This is an optimization exercise on Yosys and OpenROAD, whose aim is small area, not a production implementation. Only simulation tests tie the RTL to the original design; equivalence was not proved. Power figures rest on the tool's default switching activity, not on a simulated workload.

$ cat design/flow/run.sh
#!/bin/bash
# synth_recipe.tcl (not shown) runs the flow's synth.tcl, then flattens the netlist and writes it again
# the make line also repeats each setting of config.mk as NAME=value (left out here)
make -C /OpenROAD-flow-scripts/flow DESIGN_CONFIG=/design/flow/config.mk WORK_HOME=/design/flow/orfs CLKGATE_MAP_FILE= SYNTH_SCRIPT=/design/flow/synth_recipe.tcl finish
$ cat design/flow/constraint.sdc
create_clock -name core_clock -period 12.0 [get_ports {clk_i}]
set_input_delay 2.4000 -clock core_clock [delete_from_list [all_inputs] [get_ports {clk_i}]]
set_output_delay 2.4000 -clock core_clock [all_outputs]
set_load 0.01 [all_outputs]
$ cat design/flow/design.v
module osj_lpe #(
    parameter integer DEBOUNCE_CYCLES = 200,
    parameter [7:0]   KA_PREAMBLE     = 8'hE0,
    parameter integer T_W             = 32,
    parameter integer KA_W            = 16,
    parameter integer LEN_W           = 8
) (
    input  wire              clk_i,
    input  wire              rst_i,
    input  wire              op_valid_i,
    input  wire [3:0]        op_i,
    output wire              ready_o,
    input  wire [4:0]        arg_keys_i,
    input  wire [9:0]        arg_x_i,
    input  wire [9:0]        arg_y_i,
    input  wire [4:0]        btn_raw_i,
    input  wire [9:0]        axis_x_i,
    input  wire [9:0]        axis_y_i,
    input  wire [LEN_W-1:0]  rx_len_i,
    input  wire [55:0]       rx_frame_i,
    input  wire [T_W-1:0]    now_i,
    input  wire [9:0]        cfg_thr_x_i,
    input  wire [9:0]        cfg_thr_y_i,
    input  wire [KA_W-1:0]   cfg_ka_interval_i,
    input  wire [T_W-1:0]    cfg_timeout_i,
    output wire [55:0]       tx_frame_o,
    output wire              tx_valid_o,
    output wire [4:0]        sampled_keys_o,
    output wire [4:0]        cur_keys_o,
    output wire [9:0]        cur_x_o,
    output wire [9:0]        cur_y_o,
    output wire              changed_o,
    output wire [7:0]        cks_o,
    output wire [2:0]        dec_code_o,
    output wire [7:0]        dec_keys_o,
    output wire [15:0]       dec_x_o,
    output wire [15:0]       dec_y_o,
    output wire              illegal_o,
    output wire              alive_o,
    output wire              alive_r_o,
    output wire              seen_o,
    output wire              expired_o,
    output wire [T_W-1:0]    last_seen_o
);
    localparam integer DBN_W = (DEBOUNCE_CYCLES < 2) ? 1 : $clog2(DEBOUNCE_CYCLES + 1);
    localparam [3:0] OP_NOP       = 4'h0;
    localparam [3:0] OP_SAMPLE    = 4'h1;
    localparam [3:0] OP_HAS_CHG   = 4'h2;
    localparam [3:0] OP_ENC_ST    = 4'h3;
    localparam [3:0] OP_ENC_KA    = 4'h4;
    localparam [3:0] OP_DECODE    = 4'h5;
    localparam [3:0] OP_CHECKSUM  = 4'h6;
    localparam [3:0] OP_TX_TICK   = 4'h7;
    localparam [3:0] OP_IS_ALIVE  = 4'h8;
    localparam [1:0] SEQ_IDLE    = 2'd0;
    localparam [1:0] SEQ_SB_WAIT = 2'd1;
    localparam [1:0] SEQ_TT_WAIT = 2'd2;
    localparam [1:0] SEQ_TT_KA   = 2'd3;
    localparam [2:0] DEC_NONE     = 3'd0;
    localparam [2:0] DEC_STATUS   = 3'd1;
    localparam [2:0] DEC_KEEPALV  = 3'd2;
    localparam [2:0] DEC_LEN_ERR  = 3'd3;
    localparam [2:0] DEC_CKS_ERR  = 3'd4;
    localparam [2:0] DEC_UNKNOWN  = 3'd5;
    localparam [7:0] ST_PREAMBLE = 8'hAA;
    function [7:0] frame_byte(input [55:0] f, input integer k);
        frame_byte = f[55 - 8*k -: 8];
    endfunction
    function [55:0] enc_status(input [4:0] keys, input [9:0] x, input [9:0] y);
        reg [7:0] b0, b1, b2, b3, b4, b5;
        begin
            b0 = ST_PREAMBLE;
            b1 = {3'b000, keys};
            b2 = {6'b000000, x[9:8]};
            b3 = x[7:0];
            b4 = {6'b000000, y[9:8]};
            b5 = y[7:0];
            enc_status = {b0, b1, b2, b3, b4, b5, b0 ^ b1 ^ b2 ^ b3 ^ b4 ^ b5};
        end
    endfunction
    localparam [55:0] KA_FRAME = {KA_PREAMBLE, 8'hAA, 8'h55, 8'hAA, 8'h55, 8'hAA,
                                  KA_PREAMBLE ^ 8'hAA ^ 8'h55 ^ 8'hAA ^ 8'h55 ^ 8'hAA};
    reg [1:0]        seq;
    reg [4:0]        dbn_lvl;
    reg [4:0]        dbn_ph;
    reg [DBN_W-1:0]  dbn_cnt [0:4];
    reg [4:0]        sampled_keys;
    reg              cur_valid;
    reg [4:0]        cur_keys;
    reg [9:0]        cur_x;
    reg [9:0]        cur_y;
    reg              changed;
    reg [KA_W-1:0]   ka_cnt;
    reg [55:0]       frame_out;
    reg              tx_stb;
    reg              illegal_stb;
    reg [7:0]        cks_result;
    reg [2:0]        dec_code;
    reg [7:0]        dec_keys;
    reg [15:0]       dec_x;
    reg [15:0]       dec_y;
    reg              seen;
    reg [T_W-1:0]    last_seen;
    reg              expired;
    reg              alive_r;
    wire accept   = (seq == SEQ_IDLE) && op_valid_i;
    wire acc_samp = accept && (op_i == OP_SAMPLE);
    wire acc_hc   = accept && (op_i == OP_HAS_CHG);
    wire acc_tick = accept && (op_i == OP_TX_TICK);
    wire acc_dec  = accept && (op_i == OP_DECODE);
    wire       none_pressed = &btn_raw_i;
    reg  [4:0] dbn_second;
    reg  [4:0] dbn_busy;      
    reg  [4:0] dbn_keys;
    integer    i;
    always @(*) begin
        for (i = 0; i < 5; i = i + 1) begin
            dbn_second[i] = dbn_ph[i] && (dbn_cnt[i] == 1);
            dbn_busy[i]   = dbn_ph[i] && (dbn_cnt[i] > 1);
            dbn_keys[i]   = dbn_second[i] ? ~btn_raw_i[i] : ~dbn_lvl[i];
        end
    end
    wire dbn_wait = (seq == SEQ_SB_WAIT) || (seq == SEQ_TT_WAIT);
    wire dbn_done = dbn_wait && (dbn_busy == 5'b00000);
    wire tt_complete = (acc_tick && none_pressed) ||
                       ((seq == SEQ_TT_WAIT) && dbn_done);
    wire hc_run      = acc_hc || tt_complete;
    reg [4:0] hc_keys;
    always @(*) begin
        if (seq == SEQ_TT_WAIT)
            hc_keys = dbn_keys;
        else if (acc_hc)
            hc_keys = sampled_keys;
        else
            hc_keys = 5'b00000;
    end
    wire [9:0] diff_x = (axis_x_i >= cur_x) ? (axis_x_i - cur_x) : (cur_x - axis_x_i);
    wire [9:0] diff_y = (axis_y_i >= cur_y) ? (axis_y_i - cur_y) : (cur_y - axis_y_i);
    wire hc_ch = !cur_valid ||
                 (hc_keys != cur_keys) ||
                 (diff_x > cfg_thr_x_i) ||
                 (diff_y > cfg_thr_y_i);
    wire [KA_W-1:0] ka_iv   = (cfg_ka_interval_i == 0) ? {{(KA_W-1){1'b0}}, 1'b1} : cfg_ka_interval_i;
    wire [KA_W:0]   ka_next = {1'b0, ka_cnt} + 1'b1;
    wire            ka_due  = (ka_next >= {1'b0, ka_iv});
    wire [7:0] rx_b0 = frame_byte(rx_frame_i, 0);
    wire [7:0] rx_b1 = frame_byte(rx_frame_i, 1);
    wire [7:0] rx_b2 = frame_byte(rx_frame_i, 2);
    wire [7:0] rx_b3 = frame_byte(rx_frame_i, 3);
    wire [7:0] rx_b4 = frame_byte(rx_frame_i, 4);
    wire [7:0] rx_b5 = frame_byte(rx_frame_i, 5);
    wire [7:0] rx_b6 = frame_byte(rx_frame_i, 6);
    wire [7:0] rx_cks6 = rx_b0 ^ rx_b1 ^ rx_b2 ^ rx_b3 ^ rx_b4 ^ rx_b5;
    reg [2:0] dec_result;
    always @(*) begin
        if (rx_len_i != 7)
            dec_result = DEC_LEN_ERR;
        else if (rx_cks6 != rx_b6)
            dec_result = DEC_CKS_ERR;
        else if (rx_b0 == ST_PREAMBLE)
            dec_result = DEC_STATUS;
        else if (rx_b0 == KA_PREAMBLE)
            dec_result = DEC_KEEPALV;
        else
            dec_result = DEC_UNKNOWN;
    end
    wire dec_good = (dec_result == DEC_STATUS) || (dec_result == DEC_KEEPALV);
    wire refresh  = acc_dec && dec_good;
    reg [7:0] cks_slice;
    always @(*) begin
        cks_slice = 8'h00;
        for (i = 0; i < 7; i = i + 1)
            if (rx_len_i > i)
                cks_slice = cks_slice ^ frame_byte(rx_frame_i, i);
    end
    wire [T_W-1:0] delta      = now_i - last_seen;
    wire           in_time     = (delta <= cfg_timeout_i);
    wire           alive_cmp  = seen && !expired && in_time;
    always @(posedge clk_i) begin
        if (rst_i) begin
            seq          <= SEQ_IDLE;
            dbn_lvl      <= 5'b11111;
            dbn_ph       <= 5'b00000;
            for (i = 0; i < 5; i = i + 1)
                dbn_cnt[i] <= {DBN_W{1'b0}};
            sampled_keys <= 5'b00000;
            cur_valid    <= 1'b0;
            cur_keys     <= 5'b00000;
            cur_x        <= 10'd0;
            cur_y        <= 10'd0;
            changed      <= 1'b0;
            ka_cnt       <= {KA_W{1'b0}};
            frame_out    <= 56'd0;
            tx_stb       <= 1'b0;
            illegal_stb  <= 1'b0;
            cks_result   <= 8'h00;
            dec_code     <= DEC_NONE;
            dec_keys     <= 8'h00;
            dec_x        <= 16'h0000;
            dec_y        <= 16'h0000;
            seen         <= 1'b0;
            last_seen    <= {T_W{1'b0}};
            expired      <= 1'b0;
            alive_r      <= 1'b0;
        end else begin
            tx_stb      <= 1'b0;
            illegal_stb <= 1'b0;
            if (acc_samp || acc_tick) begin
                dbn_lvl <= btn_raw_i;
                for (i = 0; i < 5; i = i + 1) begin
                    dbn_ph[i]  <= ~btn_raw_i[i];
                    dbn_cnt[i] <= btn_raw_i[i] ? {DBN_W{1'b0}} : DEBOUNCE_CYCLES[DBN_W-1:0];
                end
                if (none_pressed)
                    sampled_keys <= 5'b00000;
                else
                    seq <= acc_samp ? SEQ_SB_WAIT : SEQ_TT_WAIT;
            end
            if (dbn_wait) begin
                for (i = 0; i < 5; i = i + 1) begin
                    if (dbn_second[i]) begin
                        dbn_lvl[i] <= btn_raw_i[i];
                        dbn_ph[i]  <= 1'b0;
                        dbn_cnt[i] <= {DBN_W{1'b0}};
                    end else if (dbn_ph[i]) begin
                        dbn_cnt[i] <= dbn_cnt[i] - 1'b1;
                    end
                end
                if (dbn_done) begin
                    sampled_keys <= dbn_keys;
                    if (seq == SEQ_SB_WAIT)
                        seq <= SEQ_IDLE;
                end
            end
            if (hc_run) begin
                changed <= hc_ch;
                if (hc_ch) begin
                    cur_keys  <= hc_keys;
                    cur_x     <= axis_x_i;
                    cur_y     <= axis_y_i;
                    cur_valid <= 1'b1;
                end
            end
            if (tt_complete) begin
                if (ka_due)
                    ka_cnt <= {KA_W{1'b0}};
                else
                    ka_cnt <= ka_next[KA_W-1:0];
                if (hc_ch) begin
                    frame_out <= enc_status(hc_keys, axis_x_i, axis_y_i);
                    tx_stb    <= 1'b1;
                    seq       <= ka_due ? SEQ_TT_KA : SEQ_IDLE;
                end else if (ka_due) begin
                    frame_out <= KA_FRAME;
                    tx_stb    <= 1'b1;
                    seq       <= SEQ_IDLE;
                end else begin
                    seq       <= SEQ_IDLE;
                end
            end
            if (seq == SEQ_TT_KA) begin
                frame_out <= KA_FRAME;
                tx_stb    <= 1'b1;
                seq       <= SEQ_IDLE;
            end
            if (accept) begin
                case (op_i)
                    OP_NOP, OP_SAMPLE, OP_HAS_CHG, OP_TX_TICK: ;
                    OP_ENC_ST: begin
                        frame_out <= enc_status(arg_keys_i, arg_x_i, arg_y_i);
                        tx_stb    <= 1'b1;
                    end
                    OP_ENC_KA: begin
                        frame_out <= KA_FRAME;
                        tx_stb    <= 1'b1;
                    end
                    OP_DECODE: begin
                        dec_code <= dec_result;
                        if (dec_result == DEC_STATUS) begin
                            dec_keys <= rx_b1;
                            dec_x    <= {rx_b2, rx_b3};
                            dec_y    <= {rx_b4, rx_b5};
                        end
                    end
                    OP_CHECKSUM: cks_result <= cks_slice;
                    OP_IS_ALIVE: alive_r    <= alive_cmp;
                    default:     illegal_stb <= 1'b1;
                endcase
            end
            if (refresh) begin
                seen      <= 1'b1;
                last_seen <= now_i;
                expired   <= 1'b0;
            end else if (seen && !expired && !in_time) begin
                expired   <= 1'b1;
            end
        end
    end
    assign ready_o        = (seq == SEQ_IDLE);
    assign tx_frame_o     = frame_out;
    assign tx_valid_o     = tx_stb;
    assign sampled_keys_o = sampled_keys;
    assign cur_keys_o     = cur_keys;
    assign cur_x_o        = cur_x;
    assign cur_y_o        = cur_y;
    assign changed_o      = changed;
    assign cks_o          = cks_result;
    assign dec_code_o     = dec_code;
    assign dec_keys_o     = dec_keys;
    assign dec_x_o        = dec_x;
    assign dec_y_o        = dec_y;
    assign illegal_o      = illegal_stb;
    assign alive_o        = alive_cmp;
    assign alive_r_o      = alive_r;
    assign seen_o         = seen;
    assign expired_o      = expired;
    assign last_seen_o    = last_seen;
endmodule
$ cat design/flow/config.mk
export PLATFORM = sky130hd
export DESIGN_NAME = osj_lpe
export DESIGN_NICKNAME = osj_lpe
export VERILOG_FILES = /design/flow/design.v
export SDC_FILE = /design/flow/constraint.sdc
export NUM_CORES = 4
export LEC_CHECK = 0
export CAP_MARGIN = 20
export CORE_MARGIN = 2
export CORE_UTILIZATION = 40
export SLEW_MARGIN = 20
==> key figures <==
Cells and area
  – Nets: 2,902
  – Area delta synth->final: 31.80%
  – Share of layout cells above drive strength 1: 3.849%
  – Sequential cell area: 4885 um^2
  – Fill cells: 4,022
  – Area of the multi-input gates: 11,110 um^2
  – Final std cells w/o fill: 3,088

Logic synthesis
  – Yosys warnings: 2
  – Mean Syn Cell Area: 7.861 um^2
  – Synthesized area: 17,050 um^2
  – Synth area leader: dfxtp_1
  – Top-count cell post-synth: dfxtp_1
  – Synth top area share: 28.65%
  – Syn Inst Count: 2,169
  – Post-synth EDFFs: 0
  – Seq/Total Area, Yosys: 28.65%
  – Flops & latches, synth: 244
  – Ranking of synthesized cells by area: dfxtp_1 29%, ha_1 11%, xnor2_1 7.6%
  – Commonest cells in the netlist: 244 x dfxtp_1, 234 x nor2_1, 195 x a21oi_1, 191 x nand2_1, 189 x inv_1
  – Synth cell types: 83
  – FFs w/ async S/R, synth: 0%
  – Synth Flop Type: dfxtp_1
  – Syn nets: 2,547

Timing
  – Relative slew slack: 24.04%
  – Worst Tran Pin Value: 1.134 ns
  – Clock skew: 0.03147 ns
  – WHS: 0.4472 ns
  – RSZ-0062 raised after global routing: no
  – Hold Violations, Final: 0
  – Post-route minimum period: 10.42 ns
  – Fin crit share: 86.82%
  – Fin Setup TNS: 0 ns
  – Setup violators final: 0
  – Slew Viols, Final: 0
  – Max frequency: 0.09598 GHz

Critical path
  – Crit start category: primary input
  – CP Capture Type: primary output
  – Req. time, crit path: 9.60 ns
  – CP Buf/Inv Count: 4
  – R2R setup slack: 5.62 ns
  – Critical path class: primary input to primary output
  – CP Data Arrival Time: 8.02 ns
  – Crit-path max FO: 4
  – Slowest CP cell: a221oi_1
  – Critical path cell sequence: clkdlybuf4s50_1, inv_1, ha_1, fa_1, nor2b_1, o31a_1, o2111a_1, o41ai_1, buf_4, o21ai_0, a221oi_1, o21ai_0, a21oi_1, xnor2_1, ha_1, and3_1, nand4_1, or3_1, nor4_1, a41oi_1, nor3_1, clkdlybuf4s50_1
  – Slowest stage delay, CP: 0.56 ns
  – CP top delay family: compound AO/OA/AOI/OAI gates

Clock tree
  – Clock Sinks: 244
  – Worst-Skew Late Latency: 0.59 ns
  – CTS H-Tree Depth: 1
  – CTS tree: done
  – Postcts setup bufs: 0
  – Clock Tree Root: clkbuf_16
  – Maximum clock insertion buffer count: 3
  – Clk pin slew, worst setup/hold paths: 0.06 ns
  – CTS Hold Bufs: 0
  – CTS Buf Count: 30
  – Cts repair resizes: 0

Routing
  – Vias/cell: 5.391
  – DRC Markers: 0
  – Met2 Routed Length: 26.65 mm
  – Max layer used: met4
  – DR pass1 iterations: 7
  – Met3 wire length: 4.234 mm
  – WL/cell: 18.63 um
  – Vias: 16,650
  – DRT antenna net count: 0
  – Initial drt markers: 1,026
  – Met1 WL: 25.21 mm
  – Final WL: 57.54 mm

Global routing
  – Antenna violations before repair: 3
  – GRT Total Usage: 25.11%
  – First-pass GRT wire length: 89.01 mm
  – Largest net degree at the start of global routing: 96
  – Vias in the first global route: 16,070
  – Gr ovfl total: 0

Run status
  – Outcome: complete, no violations

Hold path
  – Hold WC Path Type: flip-flop to flip-flop

Floorplanning
  – Die area: 44,300 um^2
  – Core ar.: 42,040 um^2
  – Die Wd: 210.5 um
  – Initial Util: 40.56%
  – Top Ports: 398
  – Die H: 210.5 um
  – Row count: 75

Power and ir drop
  – Leakage: 8.999 nW
  – Pwr per Cell Area: 100.2 nW/um^2
  – Worst IR Drop VDD: 0.00009669 V

Placement
  – Post-DP HPWL: 44.84 mm
  – Quantity of I/O buffers inserted on ports: 397
  – Placed insts: 3,031
  – GP Congestion: 0.9279

Flow run
  – Max-cap violations: 0
[registers in the layout, summed over array words and instances, names as in the netlist, 2 cells and up]
register,count
cur_y,10
dbn_cnt,40
dec_x,16
dec_code,3
cur_x,10
seq,2
cur_keys,5
sampled_keys,5
ka_cnt,16
dbn_ph,5
dec_y,16
dec_keys,8
cks_result,8
frame_out,56
last_seen,32
dbn_lvl,5
[where the power goes]
group          total [W]  switching [W]  internal (W)
Combinational   0.000472       0.000241      0.000231
Clock           0.000949       0.000369      0.000580
Sequential      0.000831     0.00000943      0.000822
Total            0.00225       0.000620       0.00163
[cells by family (layout without fill, tap and decap cells)]
family / Yosys count / in the layout / share of synthesized area [%]
buffers and inverters: 276 / 653 / 6.472
adders and majority gates: 157 / 157 / 11.74
and+or+nand+nor: 726 / 726 / 20.18
AOI/OAI and AO/OA: 495 / 495 / 18.41
xor gates and xnor gates: 189 / 189 / 9.708
DFF: 244 / 244 / 28.65
other: 0 / 3 / 0
muxes: 82 / 82 / 4.843
[final timing paths]
| kind | start | to | cells after the start |
|---|---|---|---|
| setup / recovery | now_i[0] | alive_o | 22 |
| hold / removal | frame_out[55] | frame_out[55] | 2 |
| setup reg to reg | cur_y[0] | frame_out[30] | 23 |
| hold reg to reg | frame_out[55] | frame_out[55] | 2 |
[worst reg2reg max path, delay by kind of cell (launching register included)]
family | cells | cell delay (ns)
multiplexers | 1 | 0.24
XOR/XNOR | 1 | 0.23
flip-flops | 1 | 0.38
AO/OA/AOI/OAI | 12 | 2.73
adder cells (fa/ha/maj) | 3 | 0.84
AND/OR/NAND/NOR | 4 | 1.56
buffers and inverters | 2 | 0.33
[placed cells by master (no fill, tap or decap), types with 17 or more instances in the layout]
master and count:
a21o_1 39, nor4_1 23, nor3b_1 17, nor3_1 62
xnor2_1 147, a21oi_1 194, inv_1 189, and2_1 21
o21ai_0 99, clkbuf_16 31, dfxtp_1 244, xor2_1 42
nand2_1 191, mux2i_1 78, clkdlybuf4s50_1 396, nor2b_1 23
ha_1 152, nand4_1 29, nor2_1 233, nand3_1 44
nand2b_1 21
[metrics by stage]
step	power, W	utilization [%]	instance area [um^2]	worst slack [ns]
2_1_floorplan	0.001130	-	17050	3.246
3_3_place_gp	0.001310	51.01	21450	1.850
3_5_place_dp	0.001319	51.01	21450	1.704
4_1_cts	0.002279	53.43	22460	1.663
5_1_grt	0.002352	53.45	22470	1.257
6_report	0.002253	53.46	22470	1.581
[area by class of cell]
cell class | instances | area share (%)
Clock buffer | 44 | 3.847
Tap cell | 539 | 3.001
Multi-Input combinational cell | 1649 | 49.43
Sequential cell | 244 | 21.73
Clock inverter | 10 | 0.6792
Timing Repair Buffer | 410 | 18.12
Inverter | 189 | 3.157
Antenna cell | 3 | 0.03340
[layer usage]
metal,global-route usage (%),vias up
met5,0,-
met4,6.435,0
met3,6.406,78
met2,43.00,482
met1,31.40,7864
li1,-,8224

## static timing again, ports no longer ideal
No port has a modelled driver above. Below, the same layout with a new extraction and two added sets of constraints. Step 1: set_driving_cell puts a clkbuf_16 on clk_i and a buf_2 on each other input, an assumption about the parent block. Step 2 times the ports against the registers' clock, not the clock port: input delays grow and output delays shrink by t, the midpoint of the rising clock arrivals with the driver on. Slacks: ideal / step 1 / step 2; pairs: ideal / step 1.
shift t [ns]: 0.629
setup slack, ns: 1.581 / 1.558 / 1.558
hold WS [ns]: 0.447 / 0.447 / 0.447
worst setup path after step 2: input to output
After both steps this run still meets setup and hold. The setup slack of this run moves by -0.023 ns with the drivers and by -0.023 ns with both steps.
